Source: an optimization exercise on an open RTL-to-GDS flow (aim: small area, a short achievable clock period and few clock cycles). Production flows keep margins and buffers that such runs may drop. At most, simulation tests tie the RTL to the original design; equivalence was not proved. Power and IR drop assume default switching activity.

Setup of before:
## jkbus_io
module jkbus_io (
    input  wire         clk,
    input  wire         rst,           
    input  wire         cmd_valid,
    output wire         cmd_ready,
    input  wire [31:0]  cmd,
    input  wire [7:0]   ext_rdata,     
    output reg          rsp_valid,     
    output wire [7:0]   rsp_data,
    output reg          ext_valid,     
    output wire         ext_we,
    output wire [1:0]   ext_dev,
    output wire [15:0]  ext_port,
    output wire [7:0]   ext_data,
    output reg          xtick_valid,   
    output wire [27:0]  xtick_count,
    output reg          reset_ev,      
    output wire [3:0]   pb_valid,      
    output wire [31:0]  pb_data,
    output wire [127:0] pb_time,
    output wire         stb_valid,     
    output wire [31:0]  stb_time
);
Size: roughly 2000 cells after synthesis, roughly 270 flip-flops, ~0.018 mm^2 of cells after synthesis.
==> flow/config.mk <==
export PLATFORM = sky130hd
export DESIGN_NAME = jkbus_io
export DESIGN_NICKNAME = jkbus_io
export VERILOG_FILES = /design/flow/design.v
export SDC_FILE = /design/flow/constraint.sdc
export NUM_CORES = 4
export LEC_CHECK = 0
export CAP_MARGIN = 20
export CORE_MARGIN = 2
export CORE_UTILIZATION = 35
export CTS_BUF_LIST = sky130_fd_sc_hd__clkbuf_8
export PLACE_DENSITY = 0.6
export SETUP_SLACK_MARGIN = 3.5
export SLEW_MARGIN = 20
export TNS_END_PERCENT = 10
==> flow/constraint.sdc <==
create_clock -name core_clock -period 8.0 [get_ports {clk}]
set_input_delay 1.6000 -clock core_clock [delete_from_list [all_inputs] [get_ports {clk}]]
set_output_delay 1.6000 -clock core_clock [all_outputs]
set_load 0.01 [all_outputs]
standard.sh (not shown) runs the stock make flow with config.mk's settings and CLKGATE_MAP_FILE= SYNTH_SCRIPT=/design/flow/synth_recipe.tcl, a recipe that flattens the netlist after the stock synthesis.
==> flow/flow/run.sh <==
#!/bin/bash
# The standard layout (standard.sh runs ORFS from the standard synthesis to the
# final layout), with the smallest buffer, sky130_fd_sc_hd__buf_1, on each port.
export BUFFER_PORTS_ARGS="-buffer_cell sky130_fd_sc_hd__buf_1"
bash standard.sh > standard.log 2>&1
Testbench counts of before, summed over its fixed seeds: cycles 317,289.
Relative to before, the following input files were edited for after:
--- a/flow/design.v
+++ b/flow/design.v
@@ -122,17 +122,17 @@
     assign act   = !idle || poll;
     assign n_out = {2'b00, n};    
     assign gn    = {2'b00, n_ev};
     assign ginf  = (idle || phase == WORD_PAUSE) && !poll;
     always @(posedge clk) begin
         stb_valid <= 1'b0;
         if (clr) begin
-            phase <= IDLE;
-            n     <= 7'd1;
-            pend  <= 18'd0;
+            phase      <= IDLE;
+            n          <= 7'd1;
+            pend[17:16] <= 2'd0;    
         end else if (setkey) begin
             if (!idle && setkey_code[17:16] != 2'd0 && setkey_code != code && !poll_pend)
                 pend <= setkey_code;
         end else if (stp && act) begin
             if (!ev) begin
                 n <= n - s;
             end else begin
@@ -157,15 +157,15 @@
                     default: begin    
                         if (poll) begin
                             code  <= poll_code;
                             widx  <= 1'b0;
                             bidx  <= 3'd0;
                             phase <= START_WAIT;
                             if (poll_pend)
-                                pend <= 18'd0;
+                                pend[17:16] <= 2'd0;
                         end else begin
                             phase <= IDLE;
                             n     <= 7'd1;
                         end
                     end
                 endcase
             end
@@ -335,15 +335,15 @@
             rdy      <= 1'b1;
             cr0      <= 8'hFF;
             cr1_7    <= 1'b1;
             cr2_0    <= 1'b1;
             cr2_2    <= 1'b1;
             cr3_52   <= 4'd0;
             inlatch  <= 8'h00;
-            keylatch <= 18'd0;
+            keylatch[17:16] <= 2'd0;    
             tnow     <= 32'd0;
         end else begin
             cv <= accept && cmd[31:28] != 4'h4;
             if (accept)
                 st <= cmd[31:28] == 4'h4 && cmd[27:0] != 28'd0;
             else if (st && fin)
                 st <= 1'b0;
[summary]
after was carried through to the last stage, and its layout satisfied the timing, DRC and antenna checks. before ended with every stage complete and zero timing, DRC or antenna violations. [compare] base=before new=after: die height has remained practically unchanged, final standard cell utilization of the core went up 0.74 points, violation count after the first detailed-route iteration has decreased. Against before, power spent charging and discharging nets in after rose by more than half. Routed wire length: lower on after. Area: after vs before -> after larger. Area used by sequential logic in the layout (after vs. before) increases by a few percent. Per the comparison of after with before, post-CTS clock slew at the launch and capture registers of the worst setup and hold paths flat; number of clock-tree buffers in the layout dropped about 12%. [compare] base=before new=after: final worst-path setup slack now smaller, required time of the critical path now sits higher, routed wire length on met2 barely changed.
The RTL of after was laid out without a check of its function.

---

Setup of run a:
jkbus_io, a different RTL version from the one above (not shown whole).
Size: about 270 flip-flops, ~310 I/O pins, roughly 18000 µm² of cells after synthesis.
Design jkbus_io, start of the top module:
module jkbus_io (
    input  wire         clk,
    input  wire         rst,           
    input  wire         cmd_valid,
    output wire         cmd_ready,
    input  wire [31:0]  cmd,
    input  wire [7:0]   ext_rdata,     
    output reg          rsp_valid,     
    output wire [7:0]   rsp_data,
    output reg          ext_valid,     
    output wire         ext_we,
    output wire [1:0]   ext_dev,
    output wire [15:0]  ext_port,
    output wire [7:0]   ext_data,
    output reg          xtick_valid,   
    output wire [27:0]  xtick_count,
    output reg          reset_ev,      
    output wire [3:0]   pb_valid,      
    output wire [31:0]  pb_data,
    output wire [127:0] pb_time,
    output wire         stb_valid,     
    output wire [31:0]  stb_time
);
Settings: LEC_CHECK=0, CAP_MARGIN=20, CORE_MARGIN=2, CORE_UTILIZATION=35, CTS_BUF_LIST=sky130_fd_sc_hd__clkbuf_8, PLACE_DENSITY=0.6, SETUP_SLACK_MARGIN=3.5, SLEW_MARGIN=20, TNS_END_PERCENT=10; clock period 8.0 ns.
Scripts as last shown in full above: flow/flow/run.sh
Run a went all the way through the flow, and no timing, DRC or antenna check failed.
--- input diff run a..run b ---
--- a/flow/design.v
+++ b/flow/design.v
@@ -123,15 +123,15 @@
     assign n_out = {2'b00, n};    
     assign gn    = {2'b00, n_ev};
     assign ginf  = (idle || phase == WORD_PAUSE) && !poll;
     always @(posedge clk) begin
         stb_valid <= 1'b0;
         if (clr) begin
-            phase <= IDLE;
-            n     <= 7'd1;
-            pend  <= 18'd0;
+            phase      <= IDLE;
+            n          <= 7'd1;
+            pend[17:16] <= 2'd0;    
         end else if (setkey) begin
             if (!idle && setkey_code[17:16] != 2'd0 && setkey_code != code && !poll_pend)
                 pend <= setkey_code;
         end else if (stp && act) begin
             if (!ev) begin
                 n <= n - s;
@@ -158,13 +158,13 @@
                         if (poll) begin
                             code  <= poll_code;
                             widx  <= 1'b0;
                             bidx  <= 3'd0;
                             phase <= START_WAIT;
                             if (poll_pend)
-                                pend <= 18'd0;
+                                pend[17:16] <= 2'd0;
                         end else begin
                             phase <= IDLE;
                             n     <= 7'd1;
                         end
                     end
                 endcase
@@ -177,13 +177,13 @@
     input  wire         rst,           
     input  wire         cmd_valid,
     output wire         cmd_ready,
     input  wire [31:0]  cmd,
     input  wire [7:0]   ext_rdata,     
     output reg          rsp_valid,     
-    output wire [7:0]   rsp_data,
+    output reg  [7:0]   rsp_data,
     output reg          ext_valid,     
     output wire         ext_we,
     output wire [1:0]   ext_dev,
     output wire [15:0]  ext_port,
     output wire [7:0]   ext_data,
     output reg          xtick_valid,   
@@ -239,13 +239,13 @@
     wire do_rd  = cv && is_ioread;
     wire do_rst = cv && is_reset;
     wire clr    = rst || do_rst;
     wire wr0  = do_wr && w0;
     wire wr1  = do_wr && w3;
     wire wr2  = do_wr && w4;
-    localparam integer SW   = 4;
+    localparam integer SW   = 5;
     localparam [SW-1:0] SMAX = {SW{1'b1}};
     reg           rb;                  
     reg           rdy;                 
     wire [27:0]   rem = c[27:0];
     wire [SW-1:0] rlo = rem[SW-1:0];
     wire [27-SW:0] rhi = rem[27:SW];
@@ -315,12 +315,13 @@
     wire [31:0]    tnow_n = {t_lo[SW] ? thi_p1 : thi, t_lo[SW-1:0]};
     wire free_next = !rb && (hit & ~ev) == 5'd0 && (ev & ~hz) == 5'd0;
     assign cmd_ready = rdy;
     wire accept = cmd_valid && rdy;
     always @(posedge clk) begin
         rsp_valid   <= 1'b0;
+        rsp_data    <= rx ? cx : m0 ? cr0 : r6 ? {2'b00, cr3_52, 2'b00} : r7 ? inlatch : PORT_IDLE;
         ext_valid   <= 1'b0;
         xtick_valid <= 1'b0;
         reset_ev    <= 1'b0;
         if (accept) begin
             c  <= cmd;
             cx <= ext_rdata;
@@ -336,13 +337,13 @@
             cr0      <= 8'hFF;
             cr1_7    <= 1'b1;
             cr2_0    <= 1'b1;
             cr2_2    <= 1'b1;
             cr3_52   <= 4'd0;
             inlatch  <= 8'h00;
-            keylatch <= 18'd0;
+            keylatch[17:16] <= 2'd0;    
             tnow     <= 32'd0;
         end else begin
             cv <= accept && cmd[31:28] != 4'h4;
             if (accept)
                 st <= cmd[31:28] == 4'h4 && cmd[27:0] != 28'd0;
             else if (st && fin)
@@ -380,13 +381,12 @@
                 cr3_52   <= 4'd0;
                 reset_ev <= 1'b1;
             end
         end
     end
     assign xtick_count = c[27:0];
-    assign rsp_data    = rx ? cx : m0 ? cr0 : r6 ? {2'b00, cr3_52, 2'b00} : r7 ? inlatch : PORT_IDLE;
     assign ext_we      = c[28];
     assign ext_port    = addr;
     assign ext_data    = c[28] ? dat : cx;
     assign ext_dev     = m1 ? 2'd1 : m2 ? 2'd0 : 2'd2;
     assign pb_time     = {tnow, tnow, tnow, tnow};
     assign stb_time    = tnow;
- Run a went all the way through synthesis, placement and routing and the layout is clean on timing, DRC and antenna.
- Run b was carried through to the last stage, and its layout satisfied the timing, DRC and antenna checks.
- Synthesized cell count: run b < run a
- Area growth from synthesis to final layout: run b > run a
- Diff run a -> run b: design area saw an increase, maximum cell stage delay along the critical path went down by 20 ps, multiplexer fraction of the synthesized cell area shrank by 0.25 points.
- Routed wire length delta (run b − run a): unfavourable
No run of this note included a check of the RTL's function; only the layout flow was run.

-- separate check: timing with driven ports --
The flow's constraints put no driver on any port. The routed layouts listed below were extracted and timed again, unchanged, in two steps. Step 1: set_driving_cell puts a clkbuf_16 on clk and a buf_2 on each other input, an assumption about the parent block. Step 2 moves the port delays by t, midway between the first and last clock arrival at a register: inputs arrive t later, outputs are due t later. That takes back most of the time a late clock gives input paths. Three values: no drivers, after step 1, after step 2; two values: the first two.
run	shift t [ns]	setup slack, ns	worst slew at a driven data input, ns
before	0.673	3.541 / 3.492 / 3.578	0.08
after	0.703	3.513 / 3.513 / 3.513	0.04
run a	0.696	3.391 / 3.341 / 3.402	0.04
run b	0.681	3.475 / 3.475 / 3.475	0.07
After both steps setup and hold are still met in every run listed.
